What follows belongs to an exercise in optimizing a design on an open flow for small area, a short achievable clock period and few clock cycles; a production flow would make more cautious choices. Function was not checked in any run shown here: the RTL went through the layout flow alone. Power and IR drop assume default switching activity.

File: flow/config.mk
export PLATFORM = sky130hd
export DESIGN_NAME = prb_link
export DESIGN_NICKNAME = prb_link
export VERILOG_FILES = /design/flow/design.v
export SDC_FILE = /design/flow/constraint.sdc
export NUM_CORES = 4
export LEC_CHECK = 0
export CAP_MARGIN = 20
export CORE_MARGIN = 2
export CORE_UTILIZATION = 65
export PLACE_DENSITY = 0.75
export SLEW_MARGIN = 20
File: flow/constraint.sdc
create_clock -name core_clock -period 8.0 [get_ports {clk}]
set_input_delay 1.6000 -clock core_clock [delete_from_list [all_inputs] [get_ports {clk}]]
set_output_delay 1.6000 -clock core_clock [all_outputs]
set_load 0.01 [all_outputs]
File: flow/design.v
module prb_link #(
    parameter PANEL_W     = 240,
    parameter PANEL_H     = 240,
    parameter LINE_W      = 160,
    parameter SRC_H       = 144,
    parameter MADCTL_INIT = 8'h00,
    parameter COLMOD_16BPP = 8'h55,
    parameter MS_CYCLES   = 8
) (
    input             clk,
    input             rst,
    input             cmd_valid,
    output            cmd_ready,
    input      [12:0] cmd_addr,
    input      [31:0] cmd_data,
    output reg        rsp_valid,
    output     [7:0]  rsp_code,
    output     [15:0] rsp_off,
    output reg        sck,
    output reg        mosi,
    output reg        dc,
    output reg        csn,
    output reg        rstn,
    output reg        bl
);
    localparam X0 = (PANEL_W - LINE_W) / 2;
    localparam Y0 = (PANEL_H - SRC_H) / 2;
    localparam NRING = LINE_W / 16;
    localparam [3:0] F_NONE        = 4'h0;
    localparam [3:0] F_BAD_ACCESS  = 4'h1;
    localparam [3:0] F_BAD_REG     = 4'h2;
    localparam [3:0] F_NOT_OPEN    = 4'h6;
    localparam [3:0] F_OPEN        = 4'h7;
    localparam [3:0] F_INVERTED    = 4'h8;
    localparam [3:0] F_RANGE       = 4'h9;
    localparam [3:0] F_UNINIT      = 4'hA;
    localparam [3:0] F_PAL_INDEX   = 4'hB;
    localparam [3:0] F_ROW_RANGE   = 4'hE;
    localparam [2:0] OP_INIT  = 3'd0;
    localparam [2:0] OP_WIN   = 3'd1;
    localparam [2:0] OP_FILL  = 3'd2;
    localparam [2:0] OP_DRAW  = 3'd3;
    localparam [2:0] OP_PIXEL = 3'd4;
    localparam [2:0] OP_INV   = 3'd5;
    localparam [2:0] OP_IDLE  = 3'd6;
    localparam [2:0] OP_POWER = 3'd7;
    localparam [1:0] IT_BYTE = 2'd0;
    localparam [1:0] IT_RST0 = 2'd1;
    localparam [1:0] IT_RST1 = 2'd2;
    localparam [1:0] IT_END  = 2'd3;
    localparam [4:0] LB_INVALID = 5'h10;
    localparam [4:0] LB_BADHI   = 5'h11;
    reg [5*LINE_W-1:0] lbr;      
    reg [255:0] palr;            
    reg [15:0]  pal_v;
    reg [3:0]   ph;
    reg         sweep;
    reg         xv;              
    reg         xc;              
    reg         xr;              
    reg [12:0]  xa;
    reg [31:0]  xd;
    reg         xk_mis, xk_lb, xk_pal, xk_reg, xk_drw, xk_op;
    reg         xg;              
    reg [3:0]   xf;              
    reg         ret;             
    reg [7:0]   lb_ok;
    reg [7:0]  w_cs, w_ce, w_rs, w_re;
    reg        c_inv, c_rng, r_inv, r_rng;
    reg [15:0] f_col;
    reg [7:0]  f_x, f_y, f_w, f_h;   
    reg        f_xb, f_yb, f_wb, f_hb;
    reg        f_wz, f_hz;
    reg        sopen;
    reg        rdy;
    reg        s_idle, s_scan, s_pre, s_next, s_byte, s_wait;
    reg [2:0]  op;
    reg        o_draw, o_fill;
    reg [4:0]  step;
    reg [7:0]  col, row;
    reg        half;
    reg        lc_r, lr_r;       
    reg [4:0]  lbq;
    reg        scv;
    reg [3:0]  nidx;
    reg        ni_v;
    reg [15:0] pcol;
    reg        pc_v;
    reg [7:0]  sh;
    reg        hi;               
    reg [2:0]  bc;
    reg        blast;            
    reg        pfe;
    reg [1:0]  pw;
    reg [10:0] wcnt;
    reg        wz;               
    reg [3:0]  rcode;
    reg [12:0] roff;
    reg [1:0]  ik;
    reg [7:0]  iv;
    reg        idc, ife, ipix;
    reg [1:0]  ipw;
    assign cmd_ready = rdy;
    assign rsp_code  = {4'h0, rcode};
    assign rsp_off   = {3'b000, roff};
    wire [4:0]  rsel   = xa[6:2];
    wire [7:0]  lb_i   = xa[9:2];
    wire [3:0]  pal_k  = xa[5:2];
    wire [15:0] d_lo   = xd[15:0];
    wire [15:0] d_hi   = xd[31:16];
    wire        xk_wr  = xk_lb | xk_pal;
    wire        x_new  = xv & ~xc & ~xr;                     
    wire        x_run  = x_new & ~xk_op & ~xk_wr;            
    wire        x_go   = xc & xg;                            
    wire        lb_kg  = (xd[7:4] == 4'h0) & pal_v[xd[3:0]];
    wire [8:0]  f_xe   = {1'b0, f_x} + {1'b0, f_w};         
    wire [8:0]  f_ye   = {1'b0, f_y} + {1'b0, f_h};
    wire        f_orng = f_xb | f_wb | f_yb | f_hb |
                         (f_xe >= PANEL_W) | (f_ye >= PANEL_H);
    reg [3:0] chk;
    always @(*) begin
        chk = F_NONE;
        if (xk_drw) begin
            if (sopen)              chk = F_OPEN;
            else if (d_lo >= SRC_H) chk = F_ROW_RANGE;
        end else begin
            case (rsel)
                5'h13: begin  
                    if (sopen)                chk = F_OPEN;
                    else if (c_inv | r_inv)   chk = F_INVERTED;
                    else if (c_rng | r_rng)   chk = F_RANGE;
                end
                5'h14: begin  
                    if (sopen)                chk = F_OPEN;
                    else if (d_lo >= PANEL_W || d_hi >= PANEL_H)
                                              chk = F_RANGE;
                end
                5'h16: begin  
                    if (!sopen)               chk = F_NOT_OPEN;
                end
                5'h1B: begin  
                    if (sopen)                chk = F_OPEN;
                    else if (f_wz | f_hz)     chk = F_INVERTED;
                    else if (f_orng)          chk = F_RANGE;
                end
                default: begin  
                    if (sopen)                chk = F_OPEN;
                end
            endcase
        end
    end
    wire [12:0] a      = cmd_addr;
    wire        acc    = cmd_valid & rdy;
    wire        a_mis  = (a[1:0] != 2'b00);
    wire        a_lb   = ~a_mis & (a[12:10] == 3'b100) & (a[9:2] < LINE_W);
    wire        a_pal  = ~a_mis & (a[12:6] == 7'b0000100);
    wire        a_reg  = ~a_mis & (a[12:7] == 6'd0) & a[6];
    wire        a_drw  = ~a_mis & (a[12:2] == 11'h020);
    wire        a_op   = a_drw | (a_reg &
                         ((a[6:2] == 5'h10) | (a[6:2] == 5'h13) | (a[6:2] == 5'h14) |
                          (a[6:2] == 5'h16) | ((a[6:2] >= 5'h1B) & (a[6:2] != 5'h1E))));
    wire        a_al   = (a[5:2] == ph_n);
    wire        a_next = ~a_op & (~(a_lb | a_pal) | a_al);
    wire [3:0]  ph_n   = ph + 4'd1;
    wire [15:0] pal_port = palr[15:0];
    wire [4:0]  x_code = (xd[7:4] != 4'h0) ? LB_BADHI : {1'b0, xd[3:0]};
    reg  [4:0]  lbp;      
    integer k;
    always @(*) begin
        lbp = 5'd0;
        for (k = 0; k < NRING; k = k + 1)
            if (col[7:4] == k)
                lbp = lbr[16*k*5 +: 5];
    end
    wire        pix    = o_fill | o_draw;
    wire        lastc  = o_draw ? (row == LINE_W - 1) : (col == f_w);
    wire        lastr  = o_draw | (row == f_h);
    reg [1:0]  it_k;
    reg [7:0]  it_v;
    reg        it_dc;     
    reg        it_fe;     
    reg        it_pix;    
    reg [1:0]  it_pw;     
    always @(*) begin
        it_k   = IT_BYTE;
        it_v   = 8'h00;
        it_dc  = 1'b1;
        it_fe  = 1'b0;
        it_pix = 1'b0;
        it_pw  = 2'd0;
        case (step)
            5'd0:  it_k = IT_RST0;
            5'd1:  it_k = IT_RST1;
            5'd2:  begin it_v = 8'h01; it_dc = 1'b0; it_fe = 1'b1; it_pw = 2'd1; end
            5'd3:  begin it_v = 8'h11; it_dc = 1'b0; it_fe = 1'b1; it_pw = 2'd2; end
            5'd4:  begin it_v = 8'h3A; it_dc = 1'b0; end
            5'd5:  begin it_v = COLMOD_16BPP; it_fe = 1'b1; end
            5'd6:  begin it_v = 8'h36; it_dc = 1'b0; end
            5'd7:  begin it_v = MADCTL_INIT; it_fe = 1'b1; end
            5'd8:  begin it_v = 8'h2A; it_dc = 1'b0; end
            5'd10: it_v = w_cs;
            5'd12: begin it_v = w_ce; it_fe = 1'b1; end
            5'd13: begin it_v = 8'h2B; it_dc = 1'b0; end
            5'd15: it_v = w_rs;
            5'd17: begin it_v = w_re; it_fe = 1'b1; end
            5'd18: begin it_v = 8'h2C; it_dc = 1'b0; it_fe = 1'b1; end
            5'd19: begin
                if (op == OP_INIT) begin
                    it_v = 8'h13; it_dc = 1'b0; it_fe = 1'b1;
                end else if (pix) begin
                    it_pix = 1'b1; it_fe = half & lastc & lastr;
                end else
                    it_k = IT_END;
            end
            5'd20: begin
                if (op == OP_INIT) begin
                    it_v = 8'h29; it_dc = 1'b0; it_fe = 1'b1; it_pw = 2'd3;
                end else
                    it_k = IT_END;
            end
            5'd22: begin
                it_dc = 1'b0; it_fe = 1'b1;
                case (op)
                    OP_INV:  it_v = {7'b0010000, xd[0]};
                    OP_IDLE: it_v = {7'b0011100, xd[0]};
                    default: begin
                        it_v  = {7'b0001000, ~xd[0]};
                        it_pw = xd[0] ? 2'd0 : 2'd3;
                    end
                endcase
            end
            5'd24: it_v = xd[15:8];
            5'd25: it_v = xd[7:0];
            5'd9, 5'd11, 5'd14, 5'd16: it_v = 8'h00;
            default: it_k = IT_END;
        endcase
    end
    wire [15:0] pc    = o_fill ? f_col : pcol;
    wire [7:0]  pbyte = half ? pc[7:0] : pc[15:8];
    wire need  = s_next | (blast & (pw == 2'd0)) | (s_wait & wz);
    wire stall = ipix & o_draw & ~half & ~pc_v;
    wire ld    = need & ~stall;
    wire lo_ld = ld & ipix & half;
    wire fetch   = o_draw & ~s_idle & ~s_scan;
    wire lb_cap  = fetch & ~ni_v & (col[3:0] == ph) & (col < LINE_W);
    wire pal_cap = fetch & ni_v & (nidx == ph) & (~pc_v | lo_ld);
    wire scan_al  = (col[3:0] == ph);
    wire scan_bad = s_scan & scv & (lbq[4] | ~pal_v[lbq[3:0]]);
    wire scan_ok  = s_scan & scv & ~scan_bad & (col == LINE_W);
    wire op_end  = (ld & (ik == IT_END)) | scan_bad;
    wire x_cons  = ret | x_run | (xc & ~xg) | (xr & op_end);
    wire xv_n    = acc | (xv & ~x_cons);
    wire ret_n   = acc ? ((a_lb | a_pal) & a_al)
                       : (xv & ~x_cons & xk_wr & (pal_k == ph_n));
    wire done_n  = acc ? a_next : ret_n;
    wire sweep_n = sweep & (ph != 4'd15);
    integer r, s;
    always @(posedge clk) begin
        for (r = 0; r < NRING; r = r + 1) begin
            for (s = 0; s < 15; s = s + 1)
                lbr[(16*r+s)*5 +: 5] <= lbr[(16*r+s+1)*5 +: 5];
            if (sweep)
                lbr[(16*r+15)*5 +: 5] <= LB_INVALID;
            else if (ret & xk_lb & (lb_i[7:4] == r))
                lbr[(16*r+15)*5 +: 5] <= x_code;
            else
                lbr[(16*r+15)*5 +: 5] <= lbr[(16*r)*5 +: 5];
        end
        for (s = 0; s < 15; s = s + 1)
            palr[16*s +: 16] <= palr[16*(s+1) +: 16];
        palr[16*15 +: 16] <= (ret & xk_pal) ? d_lo : pal_port;
    end
    always @(posedge clk) begin
        lbq  <= lbp;
        ik   <= it_k;
        iv   <= it_v;
        idc  <= it_dc;
        ife  <= it_fe;
        ipix <= it_pix;
        ipw  <= it_pw;
        lc_r <= lastc;
        lr_r <= lastr;
        xa[12:10]  <= cmd_addr[12:10];
        xa[1:0]    <= cmd_addr[1:0];
        xd[31:16]  <= cmd_data[31:16];
        xk_mis     <= a_mis;
        xk_reg     <= a_reg;
        if (rdy | ~xv) begin
            xa[9:2]    <= cmd_addr[9:2];
            xd[15:0]   <= cmd_data[15:0];
            xk_lb  <= a_lb;
            xk_pal <= a_pal;
            xk_drw <= a_drw;
            xk_op  <= a_op;
        end
        if (x_new) begin
            xg <= (chk == F_NONE);
            xf <= chk;
        end
        if (lb_cap)
            nidx <= lbp[3:0];
        if (pal_cap)
            pcol <= pal_port;
        if (ld & (ik == IT_BYTE))
            hi <= 1'b0;
        else if (s_byte)
            hi <= ~hi;
    end
    always @(posedge clk) begin
        if (rst) begin
            ph    <= 4'd0;
            sweep <= 1'b1;
            pal_v <= 16'h0000;
            lb_ok <= 8'd0;
        end else begin
            ph    <= ph_n;
            sweep <= sweep_n;
            if (ret & xk_pal)
                pal_v[pal_k] <= 1'b1;
            if (ret & xk_lb) begin
                if (lb_i == lb_ok && lb_kg)
                    lb_ok <= lb_ok + 8'd1;
                else if (!lb_kg)
                    lb_ok <= 8'd0;
            end
            if (scan_ok)
                lb_ok <= LINE_W;
        end
    end
    always @(posedge clk) begin
        if (rst) begin
            rdy       <= 1'b0;
            xv        <= 1'b0;
            xc        <= 1'b0;
            xr        <= 1'b0;
            ret       <= 1'b0;
            s_idle    <= 1'b1;
            s_scan    <= 1'b0;
            s_pre     <= 1'b0;
            s_next    <= 1'b0;
            s_byte    <= 1'b0;
            s_wait    <= 1'b0;
            op        <= OP_INIT;
            o_draw    <= 1'b0;
            o_fill    <= 1'b0;
            step      <= 5'd0;
            rsp_valid <= 1'b0;
            rcode     <= 4'h0;
            roff      <= 13'h0;
            sck       <= 1'b0;
            mosi      <= 1'b0;
            dc        <= 1'b1;
            csn       <= 1'b1;
            rstn      <= 1'b1;
            bl        <= 1'b0;
            w_cs <= 8'd0; w_ce <= 8'd0; w_rs <= 8'd0; w_re <= 8'd0;
            c_inv <= 1'b0; c_rng <= 1'b0; r_inv <= 1'b0; r_rng <= 1'b0;
            f_col <= 16'h0;
            f_x <= 8'd0; f_y <= 8'd0; f_w <= 8'd0; f_h <= 8'd0;
            f_xb <= 1'b0; f_yb <= 1'b0; f_wb <= 1'b0; f_hb <= 1'b0;
            f_wz <= 1'b1; f_hz <= 1'b1;
            sopen     <= 1'b0;
            pfe       <= 1'b0;
            pw        <= 2'd0;
            blast     <= 1'b0;
            wz        <= 1'b0;
            scv       <= 1'b0;
            half      <= 1'b0;
            col       <= 8'd0;
            row       <= 8'd0;
            ni_v      <= 1'b0;
            pc_v      <= 1'b0;
        end else begin
            rsp_valid <= 1'b0;
            rdy       <= ~sweep_n & (~xv_n | done_n);
            xv        <= xv_n;
            ret       <= ret_n;
            xc        <= x_new & xk_op;
            if (x_go)
                xr <= 1'b1;
            if (xr & op_end)
                xr <= 1'b0;
            s_pre     <= 1'b0;
            if (s_pre)
                s_next <= 1'b1;
            if (ret) begin
                rsp_valid <= 1'b1;
                rcode     <= F_NONE;
                roff      <= 13'h0;
            end
            if (x_run) begin
                rsp_valid <= 1'b1;
                rcode     <= F_NONE;
                roff      <= 13'h0;
                if (xk_mis) begin
                    rcode <= F_BAD_ACCESS;
                    roff  <= xa;
                end else if (!xk_reg) begin
                    rcode <= F_BAD_REG;
                    roff  <= xa;
                end else begin
                    case (rsel)
                        5'h11: begin  
                            w_cs  <= xd[7:0];
                            w_ce  <= xd[23:16];
                            c_inv <= (d_lo > d_hi);
                            c_rng <= (d_hi >= PANEL_W);
                        end
                        5'h12: begin  
                            w_rs  <= xd[7:0];
                            w_re  <= xd[23:16];
                            r_inv <= (d_lo > d_hi);
                            r_rng <= (d_hi >= PANEL_H);
                        end
                        5'h15: begin  
                            if (sopen) begin
                                rcode <= F_OPEN; roff <= xa;
                            end else begin
                                sopen <= 1'b1;
                                csn   <= 1'b0;
                            end
                        end
                        5'h17: begin  
                            if (!sopen) begin
                                rcode <= F_NOT_OPEN; roff <= xa;
                            end else begin
                                sopen <= 1'b0;
                                csn   <= 1'b1;
                            end
                        end
                        5'h18: f_col <= d_lo;
                        5'h19: begin
                            f_x <= xd[7:0];   f_xb <= (xd[15:8] != 8'd0);
                            f_y <= xd[23:16]; f_yb <= (xd[31:24] != 8'd0);
                        end
                        5'h1A: begin
                            f_w <= xd[7:0] - 8'd1;   f_wb <= (xd[15:8] != 8'd0);
                            f_h <= xd[23:16] - 8'd1; f_hb <= (xd[31:24] != 8'd0);
                            f_wz <= (xd[15:0] == 16'd0);
                            f_hz <= (xd[31:16] == 16'd0);
                        end
                        default: bl <= xd[0];  
                    endcase
                end
            end
            if (x_new & xk_op) begin
                roff <= xa;
                if (~xk_drw & (rsel == 5'h14) & (chk == F_NONE)) begin
                    w_cs <= xd[7:0];   w_ce <= xd[7:0];
                    w_rs <= xd[23:16]; w_re <= xd[23:16];
                    c_inv <= 1'b0; c_rng <= 1'b0; r_inv <= 1'b0; r_rng <= 1'b0;
                end
            end
            if (xc & ~xg) begin
                rsp_valid <= 1'b1;
                rcode     <= xf;
            end
            if (x_go) begin
                s_idle <= 1'b0;
                s_pre  <= 1'b1;
                o_draw <= 1'b0;
                o_fill <= 1'b0;
                if (xk_drw) begin
                    op     <= OP_DRAW;
                    o_draw <= 1'b1;
                    col    <= lb_ok;
                    scv    <= 1'b0;
                    if (lb_ok == LINE_W) begin
                        w_cs <= X0;
                        w_ce <= X0 + LINE_W - 1;
                        w_rs <= Y0 + xd[7:0];
                        w_re <= Y0 + xd[7:0];
                        c_inv <= 1'b0; c_rng <= 1'b0; r_inv <= 1'b0; r_rng <= 1'b0;
                        step <= 5'd8;
                        col  <= 8'd0;
                        row  <= 8'd0;
                        half <= 1'b0;
                        ni_v <= 1'b0;
                        pc_v <= 1'b0;
                    end else begin
                        s_pre  <= 1'b0;
                        s_scan <= 1'b1;
                    end
                end else begin
                    case (rsel)
                        5'h10: begin  
                            w_cs <= 8'd0; w_ce <= PANEL_W - 1;
                            w_rs <= 8'd0; w_re <= PANEL_H - 1;
                            c_inv <= 1'b0; c_rng <= 1'b0; r_inv <= 1'b0; r_rng <= 1'b0;
                            op   <= OP_INIT;
                            step <= 5'd0;
                        end
                        5'h13: begin  
                            op   <= OP_WIN;
                            step <= 5'd8;
                        end
                        5'h14: begin  
                            op   <= OP_WIN;
                            step <= 5'd8;
                        end
                        5'h16: begin  
                            op   <= OP_PIXEL;
                            step <= 5'd24;
                        end
                        5'h1B: begin  
                            w_cs <= f_x; w_ce <= f_xe[7:0];
                            w_rs <= f_y; w_re <= f_ye[7:0];
                            c_inv <= 1'b0; c_rng <= 1'b0; r_inv <= 1'b0; r_rng <= 1'b0;
                            op     <= OP_FILL;
                            o_fill <= 1'b1;
                            step   <= 5'd8;
                            col    <= 8'd0;
                            row    <= 8'd0;
                            half   <= 1'b0;
                        end
                        default: begin  
                            op   <= (rsel == 5'h1C) ? OP_INV :
                                    (rsel == 5'h1F) ? OP_IDLE : OP_POWER;
                            step <= 5'd22;
                        end
                    endcase
                end
            end
            if (s_scan) begin
                scv <= scan_al;
                if (scan_al) begin
                    col  <= col + 8'd1;
                    roff <= {1'b1, 2'b00, col, 2'b00};
                end
                if (scan_bad) begin
                    if (lbq[4]) begin
                        rcode <= lbq[0] ? F_PAL_INDEX : F_UNINIT;
                        roff  <= roff;
                    end else begin
                        rcode <= F_UNINIT;
                        roff  <= {5'b00001, 2'b00, lbq[3:0], 2'b00};
                    end
                    rsp_valid <= 1'b1;
                    s_scan    <= 1'b0;
                    s_idle    <= 1'b1;
                end else if (scan_ok) begin
                    w_cs <= X0;
                    w_ce <= X0 + LINE_W - 1;
                    w_rs <= Y0 + xd[7:0];
                    w_re <= Y0 + xd[7:0];
                    c_inv <= 1'b0; c_rng <= 1'b0; r_inv <= 1'b0; r_rng <= 1'b0;
                    step <= 5'd8;
                    col  <= 8'd0;
                    row  <= 8'd0;
                    half <= 1'b0;
                    ni_v <= 1'b0;
                    pc_v <= 1'b0;
                    s_scan <= 1'b0;
                    s_pre  <= 1'b1;
                end
            end
            if (lb_cap) begin
                ni_v <= 1'b1;
                col  <= col + 8'd1;
            end
            if (pal_cap) begin
                ni_v <= 1'b0;
                pc_v <= 1'b1;
            end else if (lo_ld)
                pc_v <= 1'b0;
            if (s_byte) begin
                if (!hi) begin
                    sck   <= 1'b1;
                    csn   <= 1'b0;
                    blast <= (bc == 3'd7);
                end else if (!blast) begin
                    sck  <= 1'b0;
                    mosi <= sh[6];
                    sh   <= {sh[6:0], 1'b0};
                    bc   <= bc + 3'd1;
                end else begin
                    sck   <= 1'b0;
                    blast <= 1'b0;
                    if (pw != 2'd0) begin
                        csn    <= 1'b1;
                        pfe    <= 1'b0;
                        pw     <= 2'd0;
                        wcnt   <= (pw == 2'd1) ? 11'd1198 :
                                  (pw == 2'd2) ? 11'd958 : 11'd959;
                        wz     <= 1'b0;
                        s_byte <= 1'b0;
                        s_wait <= 1'b1;
                    end else if (stall) begin
                        s_byte <= 1'b0;
                        s_next <= 1'b1;
                    end
                end
            end
            if (s_wait) begin
                wcnt <= wcnt - 11'd1;
                wz   <= (wcnt == 11'd1);
                if (wz & stall) begin
                    s_wait <= 1'b0;
                    s_next <= 1'b1;
                end
            end
            if (ld) begin
                if (pfe)
                    csn <= 1'b1;
                pfe    <= 1'b0;
                step   <= step + 5'd1;
                s_next <= 1'b0;
                s_byte <= 1'b0;
                s_wait <= 1'b0;
                case (ik)
                    IT_BYTE: begin
                        sh     <= ipix ? pbyte : iv;
                        mosi   <= ipix ? pbyte[7] : iv[7];
                        dc     <= idc;
                        bc     <= 3'd0;
                        pfe    <= ife;
                        pw     <= ipw;
                        s_byte <= 1'b1;
                        if (ipix) begin
                            step <= step;
                            if (!half) begin
                                half <= 1'b1;
                            end else begin
                                half <= 1'b0;
                                if (o_draw) begin
                                    if (lc_r) step <= 5'd20;
                                    else row <= row + 8'd1;
                                end else if (lc_r) begin
                                    col <= 8'd0;
                                    if (lr_r) step <= 5'd20;
                                    else row <= row + 8'd1;
                                end else
                                    col <= col + 8'd1;
                            end
                        end
                    end
                    IT_RST0: begin
                        rstn   <= 1'b0;
                        wcnt   <= 11'd799;
                        wz     <= 1'b0;
                        s_wait <= 1'b1;
                    end
                    IT_RST1: begin
                        rstn   <= 1'b1;
                        wcnt   <= 11'd798;
                        wz     <= 1'b0;
                        s_wait <= 1'b1;
                    end
                    default: begin
                        rsp_valid <= 1'b1;
                        rcode     <= F_NONE;
                        roff      <= 13'h0;
                        s_idle    <= 1'b1;
                    end
                endcase
            end
        end
    end
endmodule
File: flow/flow/run.sh
#!/bin/bash
# The standard layout (the standard.sh) with:
# - port buffers of buf_4 cells instead of the slow delay buffers that
#   buffer_ports picks by default;
# - timing repair aiming at 5.3 ns of setup slack (about a 2.7 ns period);
# - larger clock-tree sink clusters and no dummy clock loads.
set -euo pipefail
bash standard.sh \
  BUFFER_PORTS_ARGS="-buffer_cell sky130_fd_sc_hd__buf_4" \
  SETUP_SLACK_MARGIN=5.3 \
  CTS_ARGS="-sink_clustering_enable -repair_clock_nets -sink_clustering_size 24 -sink_clustering_max_diameter 80 -dont_use_dummy_load" \
  finish > standard.log 2>&1
File: flow/standard.sh
#!/bin/bash
# synth_recipe.tcl (not shown) runs the flow's synth.tcl, then flattens the netlist and writes it again
# the make line also repeats each setting of config.mk as NAME=value (left out here)
make -C /OpenROAD-flow-scripts/flow DESIGN_CONFIG=/design/flow/config.mk WORK_HOME=/design/flow/orfs CLKGATE_MAP_FILE= SYNTH_SCRIPT=/design/flow/synth_recipe.tcl "${@:-finish}"
==> results of run 1 <==
[routing by layer]
layer,vias up,GRT usage,part of all wire
met3,265,0.04389,0.066
met1,11880,0.4178,0.42
li1,10930,-,-
met5,-,0,0.00013
met4,2,0.1110,0.041
met2,1079,0.5093,0.48
[kinds of logic (layout without fill, tap and decap cells)]
family	after synthesis	count (layout)	share of synthesized area
buf+inv	191	289	0.02015
simple gates	829	830	0.1012
fa+ha+maj	67	67	0.02179
mux	113	113	0.03550
xor+xnor	90	90	0.02019
other cells	1	7	0.00009603
compound gates	491	491	0.08257
flops	1365	1365	0.7185
[where the power goes]
| group | switching, uW | total [uW] | leakage (uW) | internal, uW |
|---|---|---|---|---|
| Combinational | 131 | 212 | 0.00465 | 81.9 |
| Clock | 2060 | 3630 | 0.000863 | 1570 |
| Sequential | 34.1 | 6900 | 0.0111 | 6870 |
[metrics by stage]
stage	hold slack, ns	total power (uW)	util
after floorplan	0.3096	7154	-
after CTS	0.2978	10730	0.7190
after global placement	0.3095	7229	0.6793
after detailed placement	0.3121	7235	0.6793
final	0.3065	10740	0.7285
after global routing	0.3087	11000	0.7285
[cell type report]
type	count	area, sq um
multi-input cells	1598	10750
flip-flops and latches	1365	28110
inverters	48	191.4
fillers	3678	16080
repair buffers	171	1395
well taps	773	967.2
clock buffers	70	1752
[Yosys cell counts (all sizes together) (21+ instances only)]
cell type,instances
a21oi,147
o21ai,91
nor2,244
and3,21
buf,45
nor3,60
edfxtp,73
clkbuf,98
mux2i,80
inv,48
xor2,40
xnor2,50
dfxtp,1292
a31oi,29
ha,64
nand2,240
o211ai,29
nor2b,30
nand2b,25
a211oi,50
nand3,92
[worst register-to-register path, stage by stage, from the launching register on]
cell	delay, ns
dfxtp_1	0.36
ha_1	0.26
fa_1	0.41
a21oi_1	0.27
o21bai_1	0.11
xnor2_1	0.20
or3b_1	0.43
o21ai_0	0.20
o21a_2	0.21
nor2_1	0.05
[timing repair]
action	in CTS	in global routing
buffers inserted	37	34
pin swaps	10	16
resized for setup	84	69
gates cloned	0	2
hold buffers	0	0
setup endpoints to repair	191	116
[how the worst max path moves through the flow]
| stage | from | endpoint | slack [ns] | cells after the start |
|---|---|---|---|---|
| after CTS | xd[0] | xg | 5.23 | 9 |
| after global routing | f_x[0] | xg | 5.18 | 9 |
| after global placement | rst | w_rs[1] | 3.91 | 6 |
| after detailed placement | rst | w_rs[1] | 3.88 | 6 |
| final | f_x[0] | xg | 5.25 | 9 |
| after floorplan | cmd_valid | rdy | 5.21 | 5 |
==> impl_results.md, run 1 <==
- DR vias: roughly 24,000
- Clock Latency Late Sink: roughly 0.67 ns
- Gr ovfl total: 0
- Largest registers: lbr x800, palr x256, xd x32
- Share of synthesized flip-flops with an asynchronous set or reset: 0
- Worst EP arrival: between 3 and 4 ns
- Worst R2R Start: f_x[0]
- Hold path endpoint: palr[195]
- Largest Register: lbr
- Die area: just over 60,000 sq um
- Starting DRT DRC Count: between 2,000 and 2,500
- Seq/Total Area, Yosys: 0.7185
- Mapped Area: roughly 40,000 sq um
- Crit path cell chain: ha_1 -> fa_1 -> a21oi_1 -> o21bai_1 -> xnor2_1 -> or3b_1 -> o21ai_0 -> o21a_2 -> nor2_1
- Final instance area: around 43,000 sq um
- Antenna Cells: 0
- Post-Syn Instances: 3,147
- Chip height: 249.1 um
- Die Width: between 200 and 250 um
- CTS max path bufs: 3
- Clock-pin slew of the registers on the worst-case setup and hold paths: roughly 0.090 ns
- Reg-to-Reg End: xg
- Core Area: 59,240 sq um
- Avg Inst Size Synth: about 12 sq um
- Final ANT Viol Nets: 0
- Primary FF master, synth: dfxtp_1
- TritonCTS buffer count: 70
- Yosys top cell area share: 0.6623
- Peak VDD IR: between 0.2 and 0.25 mV
- Worst-Margin Slew: 1.164 ns
- Total negative slack: 0 ns
- Reg-to-reg slack, setup: roughly 5.2 ns
- Power per standard cell area: between 200 and 250 nW/um^2
- Post-synth EDFFs: 73
- Final Cycle Share: 0.3440
- CP Class: reg -> reg
- Synthesized flop and latch total: approximately 1,400
- Most common cell after layout, fill and taps aside: dfxtp_1
- MaxCap Viol Count: 0
- Final Max Tran Viols: 0
- Initial DRT Pass Iterations: 7
- Root Driver: clkbuf_16
- H-tree levels: 3
- Worst hold path type: reg -> reg
- Pre-CTS setup slack: around 3.9 ns
- Largest net degree at the start of global routing: 68
- Vias per inst: between 6 and 7
- Final Hold Vio Count: 0
- Drt drc: 0
- Cell taking the most area after synthesis: dfxtp_1
- Port Buffer Count: 72
- Clock skew: 0.09217 ns
- Required @ worst endpoint: roughly 8.3 ns
- Depth of the worst register-to-register path: 9
- Max reg flops: 800
- Setup crit start kind: flip-flop
- Area contributors post-synth: dfxtp_1, edfxtp_1, nor2_1, nand2_1, ha_1
- # rows: 89
- DP HPWL: ~60 mm
- Share of cells above drive strength 1: 0.1288
- Outcome: finished clean
- Placed Cells: 3,882
- Dpl cell area: approximately 40,000 sq um
- Drt wl/cell: 24.52 um
- Synth cell types: 92
- P_leak: 0.01663 uW
- Slew headroom: 0.2131
- Max stage delay on crit path: between 0.4 and 0.5 ns
- Final std cells w/o fill: 4,025
- Fin crit period: ~2.8 ns
- IO Count: 80
- Global-route wire length before repair: around 150 mm
- Hold depth: 0
- Hold Startpoint: palr[211]
- TritonCTS clock tree: built
- Clk sink count: 1,365
- Initial Utilization: 0.6592
- Max Fclk: between 300 and 400 MHz
- Layout Nets: around 3,400
- Total wire length: a little under 100 mm
- Commonest non-fill, non-tap cells in the layout: dfxtp_1, nor2_1, nand2_1
- Syn-to-layout area delta: 10.52%
- Setup crit end kind: flip-flop
- Final worst slack: approximately 5.2 ns
- Vias in the first global route: around 24,000
- Critical-path cell with the highest stage delay: or3b_1
- Crit path max fanout: 3
- Ys Warns: 1
- Buf/Inv on CP: 0
- Setup Viol. Count Final: 0
- GPL Wtd Cong: roughly 0.9
- GRT Util Overall: 0.3080
- Initial antenna violation count: 2
- RSZ-0062 raised after global routing: yes
- Largest delay contributor family on the critical path: compound AO/OA/AOI/OAI gates
==> inputs of run 2 (changes only) <==
--- a/flow/design.v
+++ b/flow/design.v
@@ -73,7 +73,7 @@
     reg        f_wz, f_hz;
     reg        sopen;
     reg        rdy;
-    reg        s_idle, s_scan, s_pre, s_next, s_byte, s_wait;
+    reg        s_idle, s_scan, s_next, s_byte, s_wait;
     reg [2:0]  op;
     reg        o_draw, o_fill;
     reg [4:0]  step;
@@ -96,10 +96,6 @@
     reg        wz;               
     reg [3:0]  rcode;
     reg [12:0] roff;
-    reg [1:0]  ik;
-    reg [7:0]  iv;
-    reg        idc, ife, ipix;
-    reg [1:0]  ipw;
     assign cmd_ready = rdy;
     assign rsp_code  = {4'h0, rcode};
     assign rsp_off   = {3'b000, roff};
@@ -238,16 +234,16 @@
     wire [15:0] pc    = o_fill ? f_col : pcol;
     wire [7:0]  pbyte = half ? pc[7:0] : pc[15:8];
     wire need  = s_next | (blast & (pw == 2'd0)) | (s_wait & wz);
-    wire stall = ipix & o_draw & ~half & ~pc_v;
+    wire stall = it_pix & o_draw & ~half & ~pc_v;
     wire ld    = need & ~stall;
-    wire lo_ld = ld & ipix & half;
+    wire lo_ld = ld & it_pix & half;
     wire fetch   = o_draw & ~s_idle & ~s_scan;
     wire lb_cap  = fetch & ~ni_v & (col[3:0] == ph) & (col < LINE_W);
     wire pal_cap = fetch & ni_v & (nidx == ph) & (~pc_v | lo_ld);
     wire scan_al  = (col[3:0] == ph);
     wire scan_bad = s_scan & scv & (lbq[4] | ~pal_v[lbq[3:0]]);
     wire scan_ok  = s_scan & scv & ~scan_bad & (col == LINE_W);
-    wire op_end  = (ld & (ik == IT_END)) | scan_bad;
+    wire op_end  = (ld & (it_k == IT_END)) | scan_bad;
     wire x_cons  = ret | x_run | (xc & ~xg) | (xr & op_end);
     wire xv_n    = acc | (xv & ~x_cons);
     wire ret_n   = acc ? ((a_lb | a_pal) & a_al)
@@ -272,24 +268,15 @@
     end
     always @(posedge clk) begin
         lbq  <= lbp;
-        ik   <= it_k;
-        iv   <= it_v;
-        idc  <= it_dc;
-        ife  <= it_fe;
-        ipix <= it_pix;
-        ipw  <= it_pw;
         lc_r <= lastc;
         lr_r <= lastr;
-        xa[12:10]  <= cmd_addr[12:10];
-        xa[1:0]    <= cmd_addr[1:0];
-        xd[31:16]  <= cmd_data[31:16];
-        xk_mis     <= a_mis;
-        xk_reg     <= a_reg;
         if (rdy | ~xv) begin
-            xa[9:2]    <= cmd_addr[9:2];
-            xd[15:0]   <= cmd_data[15:0];
+            xa     <= cmd_addr;
+            xd     <= cmd_data;
+            xk_mis <= a_mis;
             xk_lb  <= a_lb;
             xk_pal <= a_pal;
+            xk_reg <= a_reg;
             xk_drw <= a_drw;
             xk_op  <= a_op;
         end
@@ -301,7 +288,7 @@
             nidx <= lbp[3:0];
         if (pal_cap)
             pcol <= pal_port;
-        if (ld & (ik == IT_BYTE))
+        if (ld & (it_k == IT_BYTE))
             hi <= 1'b0;
         else if (s_byte)
             hi <= ~hi;
@@ -336,7 +323,6 @@
             ret       <= 1'b0;
             s_idle    <= 1'b1;
             s_scan    <= 1'b0;
-            s_pre     <= 1'b0;
             s_next    <= 1'b0;
             s_byte    <= 1'b0;
             s_wait    <= 1'b0;
@@ -380,9 +366,6 @@
                 xr <= 1'b1;
             if (xr & op_end)
                 xr <= 1'b0;
-            s_pre     <= 1'b0;
-            if (s_pre)
-                s_next <= 1'b1;
             if (ret) begin
                 rsp_valid <= 1'b1;
                 rcode     <= F_NONE;
@@ -443,21 +426,14 @@
                     endcase
                 end
             end
-            if (x_new & xk_op) begin
-                roff <= xa;
-                if (~xk_drw & (rsel == 5'h14) & (chk == F_NONE)) begin
-                    w_cs <= xd[7:0];   w_ce <= xd[7:0];
-                    w_rs <= xd[23:16]; w_re <= xd[23:16];
-                    c_inv <= 1'b0; c_rng <= 1'b0; r_inv <= 1'b0; r_rng <= 1'b0;
-                end
-            end
             if (xc & ~xg) begin
                 rsp_valid <= 1'b1;
                 rcode     <= xf;
+                roff      <= xa;
             end
             if (x_go) begin
                 s_idle <= 1'b0;
-                s_pre  <= 1'b1;
+                s_next <= 1'b1;
                 o_draw <= 1'b0;
                 o_fill <= 1'b0;
                 if (xk_drw) begin
@@ -478,7 +454,7 @@
                         ni_v <= 1'b0;
                         pc_v <= 1'b0;
                     end else begin
-                        s_pre  <= 1'b0;
+                        s_next <= 1'b0;
                         s_scan <= 1'b1;
                     end
                 end else begin
@@ -495,6 +471,9 @@
                             step <= 5'd8;
                         end
                         5'h14: begin  
+                            w_cs <= xd[7:0];   w_ce <= xd[7:0];
+                            w_rs <= xd[23:16]; w_re <= xd[23:16];
+                            c_inv <= 1'b0; c_rng <= 1'b0; r_inv <= 1'b0; r_rng <= 1'b0;
                             op   <= OP_WIN;
                             step <= 5'd8;
                         end
@@ -551,7 +530,7 @@
                     ni_v <= 1'b0;
                     pc_v <= 1'b0;
                     s_scan <= 1'b0;
-                    s_pre  <= 1'b1;
+                    s_next <= 1'b1;
                 end
             end
             if (lb_cap) begin
@@ -607,16 +586,16 @@
                 s_next <= 1'b0;
                 s_byte <= 1'b0;
                 s_wait <= 1'b0;
-                case (ik)
+                case (it_k)
                     IT_BYTE: begin
-                        sh     <= ipix ? pbyte : iv;
-                        mosi   <= ipix ? pbyte[7] : iv[7];
-                        dc     <= idc;
+                        sh     <= it_pix ? pbyte : it_v;
+                        mosi   <= it_pix ? pbyte[7] : it_v[7];
+                        dc     <= it_dc;
                         bc     <= 3'd0;
-                        pfe    <= ife;
-                        pw     <= ipw;
+                        pfe    <= it_fe;
+                        pw     <= it_pw;
                         s_byte <= 1'b1;
-                        if (ipix) begin
+                        if (it_pix) begin
                             step <= step;
                             if (!half) begin
                                 half <= 1'b1;
==> impl_results.md, run 2 <==
- Outcome: finished clean (unchanged)
- Initial Utilization: 0.6572 (was 0.6592)
- Clock skew: 0.05278 ns (was 0.09217 ns)
- Max Fclk: 346.6 MHz (was 363.4 MHz)
- Root Driver: clkbuf_16 (unchanged)
- Power per standard cell area: 243.2 nW/um^2 (was 248.9 nW/um^2)
- Drt drc: 0 (unchanged)
- TritonCTS buffer count: 67 (was 70)
- Syn-to-layout area delta: 11.87% (was 10.52%)
- Final ANT Viol Nets: 0 (unchanged)
- Die Width: 248.0 um (was 249.1 um)
- Largest registers: lbr x800, palr x256, xd x32 (unchanged)
- Peak VDD IR: 0.3004 mV (was 0.2429 mV)
- Total negative slack: 0 ns (unchanged)
- Gr ovfl total: 0 (unchanged)
- Yosys top cell area share: 0.6480 (was 0.6623)
- Hold slack: 0.3015 ns (was 0.3065 ns)
- Largest net degree at the start of global routing: 87 (was 68)
- TritonCTS clock tree: built (unchanged)
- Clock Latency Late Sink: 0.64 ns (was 0.67 ns)
- Synthesized flop and latch total: 1,349 (was 1,365)
- RSZ-0062 raised after global routing: yes (unchanged)
- Setup crit end kind: flip-flop (unchanged)
- Worst EP arrival: 3.42 ns (was 3.08 ns)
- Worst hold path type: reg -> reg (unchanged)
- Post-Syn Instances: 3,084 (was 3,147)
- Max reg flops: 800 (unchanged)
- Port Buffer Count: 72 (unchanged)
- Synth top cells by count: dfxtp_1, nor2_1, nand2_1 (unchanged)
- Layout Nets: 3,313 (was 3,368)
- Mapped Area: 38,710 sq um (was 39,050 sq um)
- Critical-path cell with the highest stage delay: dfxtp_4 (was or3b_1)
- Share of cells above drive strength 1: 0.1588 (was 0.1288)
- Clock-pin slew of the registers on the worst-case setup and hold paths: 0.10 ns (was 0.09 ns)
- Final Hold Vio Count: 0 (unchanged)
- Post-synth EDFFs: 96 (was 73)
- CTS max path bufs: 3 (unchanged)
- Final Max Tran Viols: 0 (unchanged)
- Largest Register: lbr (unchanged)
- Starting DRT DRC Count: 2,052 (was 2,271)
- Commonest non-fill, non-tap cells in the layout: dfxtp_1, nor2_1, nand2_1 (unchanged)
- Seq/Total Area, Yosys: 0.7224 (was 0.7185)
- Clk sink count: 1,349 (was 1,365)
- Met2 usage: 0.4985 (was 0.5093)
- Worst R2R Start: step[0] (was f_x[0])
- Count leader, synth: dfxtp_1 (unchanged)
- Reg-to-reg slack, setup: 5.12 ns (was 5.25 ns)
- Chip height: 248.0 um (was 249.1 um)
- Hold depth: 0 (unchanged)
- Reg-to-Reg End: col[1] (was xg)
- Required @ worst endpoint: 8.53 ns (was 8.33 ns)
- Buf/Inv on CP: 5 (was 0)
- Fin crit period: 2.885 ns (was 2.752 ns)
- Met1 Usage GRT: 0.3915 (was 0.4178)
- Primary FF master, synth: dfxtp_1 (unchanged)
- Most common cell after layout, fill and taps aside: dfxtp_1 (unchanged)
- Core Area: 58,910 sq um (was 59,240 sq um)
- Crit path max fanout: 6 (was 3)
- P_leak: 0.01666 uW (was 0.01663 uW)
- DR vias: 23,300 (was 24,160)
- Hold path endpoint: lbr[309] (was palr[195])
- MaxCap Viol Count: 0 (unchanged)
- H-tree levels: 3 (unchanged)
- CP Class: reg -> reg (unchanged)
- Slew headroom: 0.2973 (was 0.2131)
- Vias in the first global route: 23,440 (was 24,090)
- DP HPWL: 56.84 mm (was 60.01 mm)
- Die area: 61,530 sq um (was 62,060 sq um)
- Share of synthesized flip-flops with an asynchronous set or reset: 0 (unchanged)
- IO Count: 80 (unchanged)
- Largest delay contributor family on the critical path: compound AO/OA/AOI/OAI gates (unchanged)
- Area contributors post-synth: dfxtp_1, edfxtp_1, nor2_1, a21oi_1, nand2_1 (was dfxtp_1, edfxtp_1, nor2_1, nand2_1, ha_1)
- Most frequent CP cell: buf_6
- Antenna Cells: 0 (unchanged)
- Hold Startpoint: lbr[314] (was palr[211])
- Drt wl/cell: 23.25 um (was 24.52 um)
- Ys Warns: 1 (unchanged)
- Setup Viol. Count Final: 0 (unchanged)
- # rows: 89 (unchanged)
- Worst-Margin Slew: 1.054 ns (was 1.164 ns)
- Setup crit start kind: flip-flop (unchanged)
- GPL Wtd Cong: 0.9333 (was 0.8984)
- Initial DRT Pass Iterations: 6 (was 7)
- Depth of the worst register-to-register path: 18 (was 9)
- Global-route wire length before repair: 139.0 mm (was 146.8 mm)
- GRT busiest layer: met2 (unchanged)
- Max stage delay on crit path: 0.39 ns (was 0.43 ns)
- Initial antenna violation count: 1 (was 2)
- Cell taking the most area after synthesis: dfxtp_1 (unchanged)
- Crit path cell chain: inv_4 -> ha_4 -> nor2b_4 -> o21ai_2 -> a21oi_2 -> nor4_4 -> a31oi_4 -> o31ai_4 -> inv_2 -> ha_4 -> nand4_1 -> buf_6 -> nand2_4 -> o22ai_4 -> nand2_2 -> buf_6 -> buf_6 -> o22ai_2 (was ha_1 -> fa_1 -> a21oi_1 -> o21bai_1 -> xnor2_1 -> or3b_1 -> o21ai_0 -> o21a_2 -> nor2_1)
- Total wire length: 92.34 mm (was 98.71 mm)
- Vias per inst: 5.868 (was 6.001)
- Avg Inst Size Synth: 12.55 sq um (was 12.41 sq um)
- Final Cycle Share: 0.3606 (was 0.3440)
- GRT Util Overall: 0.2990 (was 0.3080)
- Synth cell types: 83 (was 92)
- Met3 usage: 0.04579 (was 0.04389)
-- run 2: how the worst max path moves through the flow --
stage | startpoint | to | slack (ns) | cells past startpoint
global route | step[0] | col[6] | 5.00 | 17
finish | step[0] | col[1] | 5.12 | 18
CTS | step[0] | col[6] | 5.25 | 17
floorplan | cmd_addr[1] | rdy | 5.00 | 7
global placement | rst | c_inv | 4.18 | 7
detailed placement | rst | c_inv | 4.14 | 7
-- run 2: metal layers --
metal / part of all wire / vias up
li1: - / 10780
met1: 0.41 / 11330
met2: 0.48 / 921
met3: 0.062 / 264
met4: 0.045 / 0
met5: 0 / -
-- run 2: power by group --
| part | total, uW | switching, uW | internal [uW] |
|---|---|---|---|
| Clock | 3500 | 2000 | 1500 |
| Sequential | 6840 | 35.6 | 6800 |
| Combinational | 195 | 119 | 75.7 |
| Total | 10500 | 2150 | 8380 |
-- run 2: through the flow --
step / cells / setup slack [ns] / util / power [uW] / area (sq um)
final: 3971 / 5.115 / 0.7352 / 10530 / 43310
after CTS: 3936 / 5.247 / 0.7228 / 10580 / 42580
after global placement: 3812 / 4.182 / 0.6776 / 7158 / 39920
after floorplan: 3090 / 5.005 / - / 7087 / 38850
after detailed placement: 3812 / 4.142 / 0.6777 / 7164 / 39920
after global routing: 3971 / 4.997 / 0.7352 / 10820 / 43310
-- run 2: cell type report --
cell class | count | area, sq um
clock buffer | 67 | 1677
fill | 3649 | 15600
inverter | 55 | 226.5
multi-input combinational | 1537 | 10770
sequential | 1349 | 28060
tap | 773 | 967.2
timing repair buffer | 190 | 1607
-- run 2: cells by family after synthesis --
family,share of synthesized area
xor gates and xnor gates,0.02036
adders and majority gates,0.02165
buffers and inverters,0.02130
and+or+nand+nor,0.09037
muxes,0.03484
AOI/OAI and AO/OA,0.08895
other,0.00009687
DFF,0.7224
-- run 2: repair_timing --
action / in CTS / in global routing
hold buffers: 0 / 0
setup endpoints to repair: 201 / 109
resized for setup: 143 / 104
cloned: 1 / 2
buffers inserted: 56 / 33
pin swaps: 20 / 37
==> inputs of run 3 (changes only) <==
--- a/flow/design.v
+++ b/flow/design.v
@@ -64,6 +64,8 @@
     reg         xg;              
     reg [3:0]   xf;              
     reg         ret;             
+    reg [7:0]   pend;            
+    reg         pb;              
     reg [7:0]   lb_ok;
     reg [7:0]  w_cs, w_ce, w_rs, w_re;
     reg        c_inv, c_rng, r_inv, r_rng;
@@ -73,7 +75,7 @@
     reg        f_wz, f_hz;
     reg        sopen;
     reg        rdy;
-    reg        s_idle, s_scan, s_next, s_byte, s_wait;
+    reg        s_idle, s_scan, s_pre, s_next, s_byte, s_wait;
     reg [2:0]  op;
     reg        o_draw, o_fill;
     reg [4:0]  step;
@@ -96,6 +98,10 @@
     reg        wz;               
     reg [3:0]  rcode;
     reg [12:0] roff;
+    reg [1:0]  ik;
+    reg [7:0]  iv;
+    reg        idc, ife, ipix;
+    reg [1:0]  ipw;
     assign cmd_ready = rdy;
     assign rsp_code  = {4'h0, rcode};
     assign rsp_off   = {3'b000, roff};
@@ -105,9 +111,15 @@
     wire [15:0] d_lo   = xd[15:0];
     wire [15:0] d_hi   = xd[31:16];
     wire        xk_wr  = xk_lb | xk_pal;
+    wire        pz     = (pend == 8'd0);
     wire        x_new  = xv & ~xc & ~xr;                     
-    wire        x_run  = x_new & ~xk_op & ~xk_wr;            
+    wire        x_run  = x_new & ~xk_op & ~xk_wr & s_idle & pz;  
+    wire        x_scan = xk_drw & (lb_ok != LINE_W);         
+    wire        x_op1  = x_new & xk_op & s_idle & (pz | (xk_drw & ~x_scan));  
     wire        x_go   = xc & xg;                            
+    wire        x_flt  = xc & ~xg & pz;                      
+    wire        x_hold = x_scan | (~xk_drw & ((rsel == 5'h16) | (rsel == 5'h1C) |
+                                              (rsel == 5'h1D) | (rsel == 5'h1F)));
     wire        lb_kg  = (xd[7:4] == 4'h0) & pal_v[xd[3:0]];
     wire [8:0]  f_xe   = {1'b0, f_x} + {1'b0, f_w};         
     wire [8:0]  f_ye   = {1'b0, f_y} + {1'b0, f_h};
@@ -234,21 +246,35 @@
     wire [15:0] pc    = o_fill ? f_col : pcol;
     wire [7:0]  pbyte = half ? pc[7:0] : pc[15:8];
     wire need  = s_next | (blast & (pw == 2'd0)) | (s_wait & wz);
-    wire stall = it_pix & o_draw & ~half & ~pc_v;
+    wire stall = (ipix & o_draw & ~half & ~pc_v) | ((ik == IT_END) & pb);
     wire ld    = need & ~stall;
-    wire lo_ld = ld & it_pix & half;
+    wire lo_ld = ld & ipix & half;
     wire fetch   = o_draw & ~s_idle & ~s_scan;
     wire lb_cap  = fetch & ~ni_v & (col[3:0] == ph) & (col < LINE_W);
     wire pal_cap = fetch & ni_v & (nidx == ph) & (~pc_v | lo_ld);
     wire scan_al  = (col[3:0] == ph);
     wire scan_bad = s_scan & scv & (lbq[4] | ~pal_v[lbq[3:0]]);
     wire scan_ok  = s_scan & scv & ~scan_bad & (col == LINE_W);
-    wire op_end  = (ld & (it_k == IT_END)) | scan_bad;
-    wire x_cons  = ret | x_run | (xc & ~xg) | (xr & op_end);
+    wire op_end  = (ld & (ik == IT_END)) | scan_bad;
+    wire inc     = ret & ~s_idle;
+    wire dec     = ~pz & (pb | s_idle);
+    wire [7:0] pend_n = pend + {7'd0, inc} - {7'd0, dec};
+    wire pz_n    = (pz & ~inc) | ((pend == 8'd1) & dec & ~inc);
+    wire idle_n  = (s_idle & ~x_go) | op_end;
+    wire pb_n    = (x_go | pb) & ~pz_n;
+    wire drw_n   = x_go ? xk_drw : o_draw;
+    wire x_cons  = ret | x_run | x_flt | (x_go & ~x_hold) | (xr & op_end);
     wire xv_n    = acc | (xv & ~x_cons);
-    wire ret_n   = acc ? ((a_lb | a_pal) & a_al)
-                       : (xv & ~x_cons & xk_wr & (pal_k == ph_n));
-    wire done_n  = acc ? a_next : ret_n;
+    wire room_n  = ~(pend_n[7] & pend_n[6]);                 
+    wire ok_a    = (idle_n & pz_n) |
+                   (~idle_n & ~pb_n & room_n & (~drw_n | (a_lb & ~x_go & (a[9:2] < col))));
+    wire ok_x    = (idle_n & pz_n) |
+                   (~idle_n & ~pb_n & room_n & (~drw_n | (xk_lb & ~x_go & (lb_i < col))));
+    wire ret_n   = acc ? ((a_lb | a_pal) & a_al & ok_a)
+                       : (xv & ~x_cons & xk_wr & (pal_k == ph_n) & ok_x);
+    wire run_n   = acc ? (~a_op & ~a_lb & ~a_pal & idle_n & pz_n)
+                       : (xv & ~x_cons & ~xk_op & ~xk_wr & idle_n & pz_n);
+    wire done_n  = ret_n | run_n;
     wire sweep_n = sweep & (ph != 4'd15);
     integer r, s;
     always @(posedge clk) begin
@@ -268,6 +294,12 @@
     end
     always @(posedge clk) begin
         lbq  <= lbp;
+        ik   <= it_k;
+        iv   <= it_v;
+        idc  <= it_dc;
+        ife  <= it_fe;
+        ipix <= it_pix;
+        ipw  <= it_pw;
         lc_r <= lastc;
         lr_r <= lastr;
         if (rdy | ~xv) begin
@@ -288,7 +320,7 @@
             nidx <= lbp[3:0];
         if (pal_cap)
             pcol <= pal_port;
-        if (ld & (it_k == IT_BYTE))
+        if (ld & (ik == IT_BYTE))
             hi <= 1'b0;
         else if (s_byte)
             hi <= ~hi;
@@ -321,8 +353,11 @@
             xc        <= 1'b0;
             xr        <= 1'b0;
             ret       <= 1'b0;
+            pend      <= 8'd0;
+            pb        <= 1'b0;
             s_idle    <= 1'b1;
             s_scan    <= 1'b0;
+            s_pre     <= 1'b0;
             s_next    <= 1'b0;
             s_byte    <= 1'b0;
             s_wait    <= 1'b0;
@@ -361,12 +396,17 @@
             rdy       <= ~sweep_n & (~xv_n | done_n);
             xv        <= xv_n;
             ret       <= ret_n;
-            xc        <= x_new & xk_op;
-            if (x_go)
+            pend      <= pend_n;
+            pb        <= pb_n;
+            xc        <= x_op1 | (xc & ~xg & ~pz);
+            if (x_go & x_hold)
                 xr <= 1'b1;
             if (xr & op_end)
                 xr <= 1'b0;
-            if (ret) begin
+            s_pre     <= 1'b0;
+            if (s_pre)
+                s_next <= 1'b1;
+            if ((ret & s_idle) | dec) begin
                 rsp_valid <= 1'b1;
                 rcode     <= F_NONE;
                 roff      <= 13'h0;
@@ -426,14 +466,14 @@
                     endcase
                 end
             end
-            if (xc & ~xg) begin
+            if (x_flt) begin
                 rsp_valid <= 1'b1;
                 rcode     <= xf;
                 roff      <= xa;
             end
             if (x_go) begin
                 s_idle <= 1'b0;
-                s_next <= 1'b1;
+                s_pre  <= 1'b1;
                 o_draw <= 1'b0;
                 o_fill <= 1'b0;
                 if (xk_drw) begin
@@ -454,7 +494,7 @@
                         ni_v <= 1'b0;
                         pc_v <= 1'b0;
                     end else begin
-                        s_next <= 1'b0;
+                        s_pre  <= 1'b0;
                         s_scan <= 1'b1;
                     end
                 end else begin
@@ -530,7 +570,7 @@
                     ni_v <= 1'b0;
                     pc_v <= 1'b0;
                     s_scan <= 1'b0;
-                    s_next <= 1'b1;
+                    s_pre  <= 1'b1;
                 end
             end
             if (lb_cap) begin
@@ -586,16 +626,16 @@
                 s_next <= 1'b0;
                 s_byte <= 1'b0;
                 s_wait <= 1'b0;
-                case (it_k)
+                case (ik)
                     IT_BYTE: begin
-                        sh     <= it_pix ? pbyte : it_v;
-                        mosi   <= it_pix ? pbyte[7] : it_v[7];
-                        dc     <= it_dc;
+                        sh     <= ipix ? pbyte : iv;
+                        mosi   <= ipix ? pbyte[7] : iv[7];
+                        dc     <= idc;
                         bc     <= 3'd0;
-                        pfe    <= it_fe;
-                        pw     <= it_pw;
+                        pfe    <= ife;
+                        pw     <= ipw;
                         s_byte <= 1'b1;
-                        if (it_pix) begin
+                        if (ipix) begin
                             step <= step;
                             if (!half) begin
                                 half <= 1'b1;
==> impl_results.md, run 3 <==
- Outcome: finished clean (unchanged)
- Post-Syn Instances: 3,280 (was 3,084)
- Initial antenna violation count: 1 (unchanged)
- Setup crit end kind: flip-flop (unchanged)
- Vias per inst: 5.984 (was 5.868)
- Syn-to-layout area delta: 10.56% (was 11.87%)
- H-tree levels: 3 (unchanged)
- Crit path max fanout: 3 (was 6)
- Max reg flops: 800 (unchanged)
- Critical-path cell with the highest stage delay: or3_4 (was dfxtp_4)
- Most frequent CP cell: or3_4 (was buf_6)
- Crit path cell chain: buf_4 -> or2_1 -> or3_4 -> or3_4 -> nor4b_4 -> a21o_1 -> o31ai_1 -> a22oi_1 -> a21oi_1 (was inv_4 -> ha_4 -> nor2b_4 -> o21ai_2 -> a21oi_2 -> nor4_4 -> a31oi_4 -> o31ai_4 -> inv_2 -> ha_4 -> nand4_1 -> buf_6 -> nand2_4 -> o22ai_4 -> nand2_2 -> buf_6 -> buf_6 -> o22ai_2)
- TritonCTS clock tree: built (unchanged)
- Slew headroom: 0.2321 (was 0.2973)
- Count leader, synth: dfxtp_1 (unchanged)
- Starting DRT DRC Count: 2,295 (was 2,052)
- Initial DRT Pass Iterations: 8 (was 6)
- Final std cells w/o fill: 4,170 (was 3,971)
- Clock-pin slew of the registers on the worst-case setup and hold paths: 0.09 ns (was 0.10 ns)
- Max Fclk: 343.6 MHz (was 346.6 MHz)
- Final Cycle Share: 0.3638 (was 0.3606)
- Share of synthesized flip-flops with an asynchronous set or reset: 0 (unchanged)
- Mapped Area: 40,150 sq um (was 38,710 sq um)
- Final Hold Vio Count: 0 (unchanged)
- Port Buffer Count: 72 (unchanged)
- DR vias: 24,950 (was 23,300)
- Largest registers: lbr x800, palr x256, xd x32 (unchanged)
- Clk sink count: 1,374 (was 1,349)
- Final ANT Viol Nets: 0 (unchanged)
- Buf/Inv on CP: 1 (was 5)
- Yosys top cell area share: 0.6372 (was 0.6480)
- Commonest non-fill, non-tap cells in the layout: dfxtp_1, nand2_1, nor2_1 (was dfxtp_1, nor2_1, nand2_1)
- Setup Viol. Count Final: 0 (unchanged)
- RSZ-0062 raised after global routing: yes (unchanged)
- Largest net degree at the start of global routing: 82 (was 87)
- Die Width: 252.5 um (was 248.0 um)
- Required @ worst endpoint: 8.48 ns (was 8.53 ns)
- Final Max Tran Viols: 0 (unchanged)
- Most common cell after layout, fill and taps aside: dfxtp_1 (unchanged)
- Power per standard cell area: 254.4 nW/um^2 (was 243.2 nW/um^2)
- Total power draw: 11,290 uW (was 10,530 uW)
- Setup crit start kind: input port (was flip-flop)
- Largest Register: lbr (unchanged)
- Drt wl/cell: 24.49 um (was 23.25 um)
- Primary FF master, synth: dfxtp_1 (unchanged)
- Clock Latency Late Sink: 0.66 ns (was 0.64 ns)
- Area contributors post-synth: dfxtp_1, edfxtp_1, ha_1, nand2_1, nor2_1 (was dfxtp_1, edfxtp_1, nor2_1, a21oi_1, nand2_1)
- Core Area: 61,370 sq um (was 58,910 sq um)
- Synth top cells by count: dfxtp_1, nand2_1, nor2_1 (was dfxtp_1, nor2_1, nand2_1)
- Seq/Total Area, Yosys: 0.7090 (was 0.7224)
- Die area: 63,770 sq um (was 61,530 sq um)
- Placed Cells: 4,026 (was 3,812)
- Largest delay contributor family on the critical path: simple AND/OR/NAND/NOR gates (was compound AO/OA/AOI/OAI gates)
- Post-synth EDFFs: 96 (unchanged)
- Worst hold path type: reg -> reg (unchanged)
- Global-route wire length before repair: 153.9 mm (was 139.0 mm)
- # rows: 91 (was 89)
- CTS max path bufs: 3 (unchanged)
- Layout Nets: 3,521 (was 3,313)
- Initial Utilization: 0.6542 (was 0.6572)
- DP HPWL: 62.32 mm (was 56.84 mm)
- Total wire length: 102.1 mm (was 92.34 mm)
- P_leak: 0.01710 uW (was 0.01666 uW)
- Clock skew: 0.1012 ns (was 0.05278 ns)
- CP Class: in -> reg (was reg -> reg)
- Share of cells above drive strength 1: 0.1302 (was 0.1588)
- Synthesized flop and latch total: 1,374 (was 1,349)
- IO Count: 80 (unchanged)
- Worst EP arrival: 3.39 ns (was 3.42 ns)
- Root Driver: clkbuf_16 (unchanged)
- Worst-Margin Slew: 1.152 ns (was 1.054 ns)
- Ys Warns: 1 (unchanged)
- Total negative slack: 0 ns (unchanged)
- MaxCap Viol Count: 0 (unchanged)
- Fill cells: 3,864 (was 3,649)
- GPL Wtd Cong: 0.9480 (was 0.9333)
- Gr ovfl total: 0 (unchanged)
- Cell taking the most area after synthesis: dfxtp_1 (unchanged)
- Synth cell types: 87 (was 83)
- Drt drc: 0 (unchanged)
- Peak VDD IR: 0.3133 mV (was 0.3004 mV)
- Antenna Cells: 0 (unchanged)
- GRT Util Overall: 0.3194 (was 0.2990)
- TritonCTS buffer count: 70 (was 67)
- Max stage delay on crit path: 0.36 ns (was 0.39 ns)
- Vias in the first global route: 25,160 (was 23,440)
- Avg Inst Size Synth: 12.24 sq um (was 12.55 sq um)
- Fin crit period: 2.911 ns (was 2.885 ns)
- Chip height: 252.5 um (was 248.0 um)
[run 3: kinds of logic after synthesis]
family / after synthesis / synth area share
compound gates: 582 / 0.09321
fa+ha+maj: 91 / 0.02892
flops: 1374 / 0.7090
other cells: 1 / 0.00009340
simple gates: 806 / 0.09349
buf+inv: 226 / 0.02222
mux: 100 / 0.03123
xor+xnor: 100 / 0.02181
[run 3: layout make-up]
type	instances	area (sq um)	share of cell area
clock buffers	70	1752	0.03946
multi-input cells	1687	11370	0.2562
inverters	74	284.0	0.006398
well taps	790	988.4	0.02227
repair buffers	175	1455	0.03278
flip-flops and latches	1374	28540	0.6428
[run 3: worst register-to-register path, cell delays in order (launching register included)]
cell,delay (ns)
dfxtp_2,0.34
inv_2,0.08
ha_4,0.13
nand4b_1,0.15
nor2_2,0.17
nor2_2,0.07
ha_4,0.26
inv_2,0.04
ha_4,0.15
inv_2,0.05
fa_2,0.19
inv_2,0.04
a21oi_2,0.10
o21bai_1,0.09
a31o_2,0.30
a211oi_4,0.30
a32oi_2,0.16
a21oi_1,0.16
[run 3: power breakdown]
group	total [uW]	switching, uW	internal [uW]
Sequential	7000	54.4	6950
Clock	3640	2070	1570
Combinational	653	358	295
[run 3: metal layers]
layer,part of all wire,track usage,wire (um),up-vias
li1,-,-,-,11420
met1,0.42,0.4228,42480,12260
met2,0.48,0.5332,49010,1018
met3,0.064,0.04871,6539,259
met4,0.040,0.1207,4089,2
met5,0.00013,0,13,-
[run 3: final timing paths]
check	cells after the start	slack, ns	from	to
worst min-delay path	0	0.29	palr[160]	palr[144]
worst max register to register	17	5.11	pend[2]	rdy
worst max-delay path	9	5.09	cmd_addr[1]	rdy
worst min register to register	0	0.29	palr[160]	palr[144]
[run 3: repair_timing]
| action | 4_1_cts | 5_1_grt |
|---|---|---|
| resized for setup | 122 | 80 |
| gates cloned | 1 | 0 |
| buffers inserted | 38 | 35 |
| hold buffers | 0 | 0 |
| endpoints found under the setup margin | 253 | 179 |
| endpoints found under the hold margin | 0 | 0 |
| pin swaps | 24 | 31 |
[run 3: through the flow]
step / worst slack, ns / hold WS [ns] / util / instance area, sq um
2_1_floorplan: 4.708 / 0.3096 / - / 40190
3_3_place_gp: 4.197 / 0.3099 / 0.6737 / 41340
3_5_place_dp: 4.068 / 0.3121 / 0.6737 / 41340
4_1_cts: 5.067 / 0.2835 / 0.7138 / 43800
5_1_grt: 4.980 / 0.2904 / 0.7233 / 44390
6_report: 5.089 / 0.2872 / 0.7233 / 44390
==> inputs of run 4 (changes only) <==
--- a/flow/design.v
+++ b/flow/design.v
@@ -265,7 +265,7 @@
     wire drw_n   = x_go ? xk_drw : o_draw;
     wire x_cons  = ret | x_run | x_flt | (x_go & ~x_hold) | (xr & op_end);
     wire xv_n    = acc | (xv & ~x_cons);
-    wire room_n  = ~(pend_n[7] & pend_n[6]);                 
+    wire room_n  = (pend < 8'd190);                          
     wire ok_a    = (idle_n & pz_n) |
                    (~idle_n & ~pb_n & room_n & (~drw_n | (a_lb & ~x_go & (a[9:2] < col))));
     wire ok_x    = (idle_n & pz_n) |
==> impl_results.md, run 4 <==
- Post-Syn Instances: 3,264 (was 3,280)
- Worst EP arrival: 3.40 ns (was 3.39 ns)
- Gr ovfl total: 0 (unchanged)
- Final Max Tran Viols: 0 (unchanged)
- Count leader, synth: dfxtp_1 (unchanged)
- Syn-to-layout area delta: 10.55% (was 10.56%)
- Synthesized flop and latch total: 1,374 (unchanged)
- Post-synth EDFFs: 96 (unchanged)
- Commonest non-fill, non-tap cells in the layout: dfxtp_1, nor2_1, a21oi_1 (was dfxtp_1, nand2_1, nor2_1)
- Crit path max fanout: 4 (was 3)
- Final ANT Viol Nets: 0 (unchanged)
- CTS Hold Bufs: 0 (unchanged)
- Post-synthesis xor/xnor area fraction: 0.02114 (was 0.02181)
- Antenna Cells: 0 (unchanged)
- Outcome: finished clean (unchanged)
- Clk sink count: 1,374 (unchanged)
- Chip height: 252.7 um (was 252.5 um)
- MaxCap Viol Count: 0 (unchanged)
- Setup crit end kind: flip-flop (unchanged)
- # rows: 91 (unchanged)
- DR vias: 24,970 (was 24,950)
- Peak VDD IR: 0.2413 mV (was 0.3133 mV)
- Clock-pin slew of the registers on the worst-case setup and hold paths: 0.10 ns (was 0.09 ns)
- Mapped Area: 40,190 sq um (was 40,150 sq um)
- Largest net degree at the start of global routing: 76 (was 82)
- Layout Nets: 3,522 (was 3,521)
- Drt drc: 0 (unchanged)
- Largest Register: lbr (unchanged)
- Adder-cell share of the synthesized area: 0.03070 (was 0.02892)
- IO Count: 80 (unchanged)
- Initial antenna violation count: 3 (was 1)
- CP Class: in -> reg (unchanged)
- Root Driver: clkbuf_16 (unchanged)
- Port Buffer Count: 72 (unchanged)
- P_leak: 0.01727 uW (was 0.01710 uW)
- Total wire length: 100.0 mm (was 102.1 mm)
- Clock skew: 0.07002 ns (was 0.1012 ns)
- DP HPWL: 62.32 mm (about the same)
- Final Hold Vio Count: 0 (unchanged)
- Synth top cells by count: dfxtp_1, nor2_1, a21oi_1 (was dfxtp_1, nand2_1, nor2_1)
- Largest registers: lbr x800, palr x256, xd x32 (unchanged)
- Global-route wire length before repair: 150.5 mm (was 153.9 mm)
- Largest family of logic cells by synthesized area: compound AO/OA/AOI/OAI gates (was simple AND/OR/NAND/NOR gates)
- Worst R2R Start: xd[0] (was pend[2])
- Max reg flops: 800 (unchanged)
- Hold Startpoint: palr[220] (was palr[160])
- Yosys top cell area share: 0.6366 (was 0.6372)
- Post-synthesis mux area share: 0.03393 (was 0.03123)
- Die area: 63,840 sq um (was 63,770 sq um)
==> run 4: cell types whose count changed after synthesis, sizes merged, moves of 12 or more <==
cell,before,now
nand2,257,166
a211oi,56,43
a22oi,43,57
nor3,47,59
nor4,23,11
a21oi,190,170
nor2,257,325
==> run 4: where the power goes <==
part | total, uW | switching (uW) | internal, uW
registers | 7000 | 51.1 | 6950
clock network | 3570 | 2020 | 1550
logic | 573 | 303 | 270
==> run 4: kinds of logic (layout without fill, tap and decap cells) <==
group / count (synthesis) / in the layout
DFF: 1374 / 1374
adders and majority gates: 97 / 97
AOI/OAI and AO/OA: 585 / 586
buffers and inverters: 215 / 317
xor gates and xnor gates: 97 / 97
other: 1 / 7
and+or+nand+nor: 783 / 786
muxes: 112 / 112
==> run 4: layer usage <==
layer / GRT usage / share of wire / up-vias
met5: 0 / 0.000080 / -
met4: 0.1325 / 0.046 / 2
met3: 0.04995 / 0.071 / 315
met2: 0.5153 / 0.47 / 1169
met1: 0.4096 / 0.41 / 12070
li1: - / - / 11420
==> run 4: repair_timing <==
| action | in CTS | in global routing |
|---|---|---|
| endpoints found under the setup margin | 180 | 154 |
| buffers inserted | 51 | 25 |
| gates resized for setup | 140 | 70 |
| pin swaps | 29 | 19 |
| cloned | 4 | 1 |
==> run 4: through the flow <==
step / std cells / setup WS (ns) / area [sq um] / hold WS (ns)
after global placement: 4016 / 4.254 / 41410 / 0.3096
after CTS: 4140 / 5.160 / 43980 / 0.2967
after floorplan: 3270 / 4.715 / 40240 / 0.3096
after global routing: 4166 / 5.098 / 44430 / 0.3115
final: 4166 / 5.121 / 44430 / 0.3013
after detailed placement: 4016 / 4.178 / 41410 / 0.3121
==> run 4: worst paths after layout <==
| kind | endpoint | slack (ns) | cells past startpoint |
|---|---|---|---|
| worst max-delay path | rdy | 5.12 | 9 |
| worst min-delay path | palr[204] | 0.30 | 0 |
| worst max register to register | xg | 5.21 | 12 |
| worst min register to register | palr[204] | 0.30 | 0 |
==> run 4: layout make-up <==
type | instances | area (sq um)
Sequential cell | 1374 | 28530
Timing Repair Buffer | 178 | 1468
Tap cell | 790 | 988.4
Multi-Input combinational cell | 1685 | 11440
Inverter | 70 | 274.0
Fill cell | 3876 | 16940
Clock buffer | 69 | 1727
==> run 4: worst max-delay path, stage by stage <==
cell and delay (ns):
buf_4 0.11, or2_4 0.24, or3_4 0.36, or3_4 0.37, nor3_1 0.28, a21o_1 0.15
nor3_1 0.06, a22oi_1 0.14, a21oi_1 0.09

Re-timed with assumed drivers on the ports (clkbuf_16 on the clock, buf_2 on other inputs), run 4 has 5.158 ns of setup slack against 5.121 ns with ideal ports, and 4.490 ns once port delays also move by the mid clock arrival of 0.668 ns.
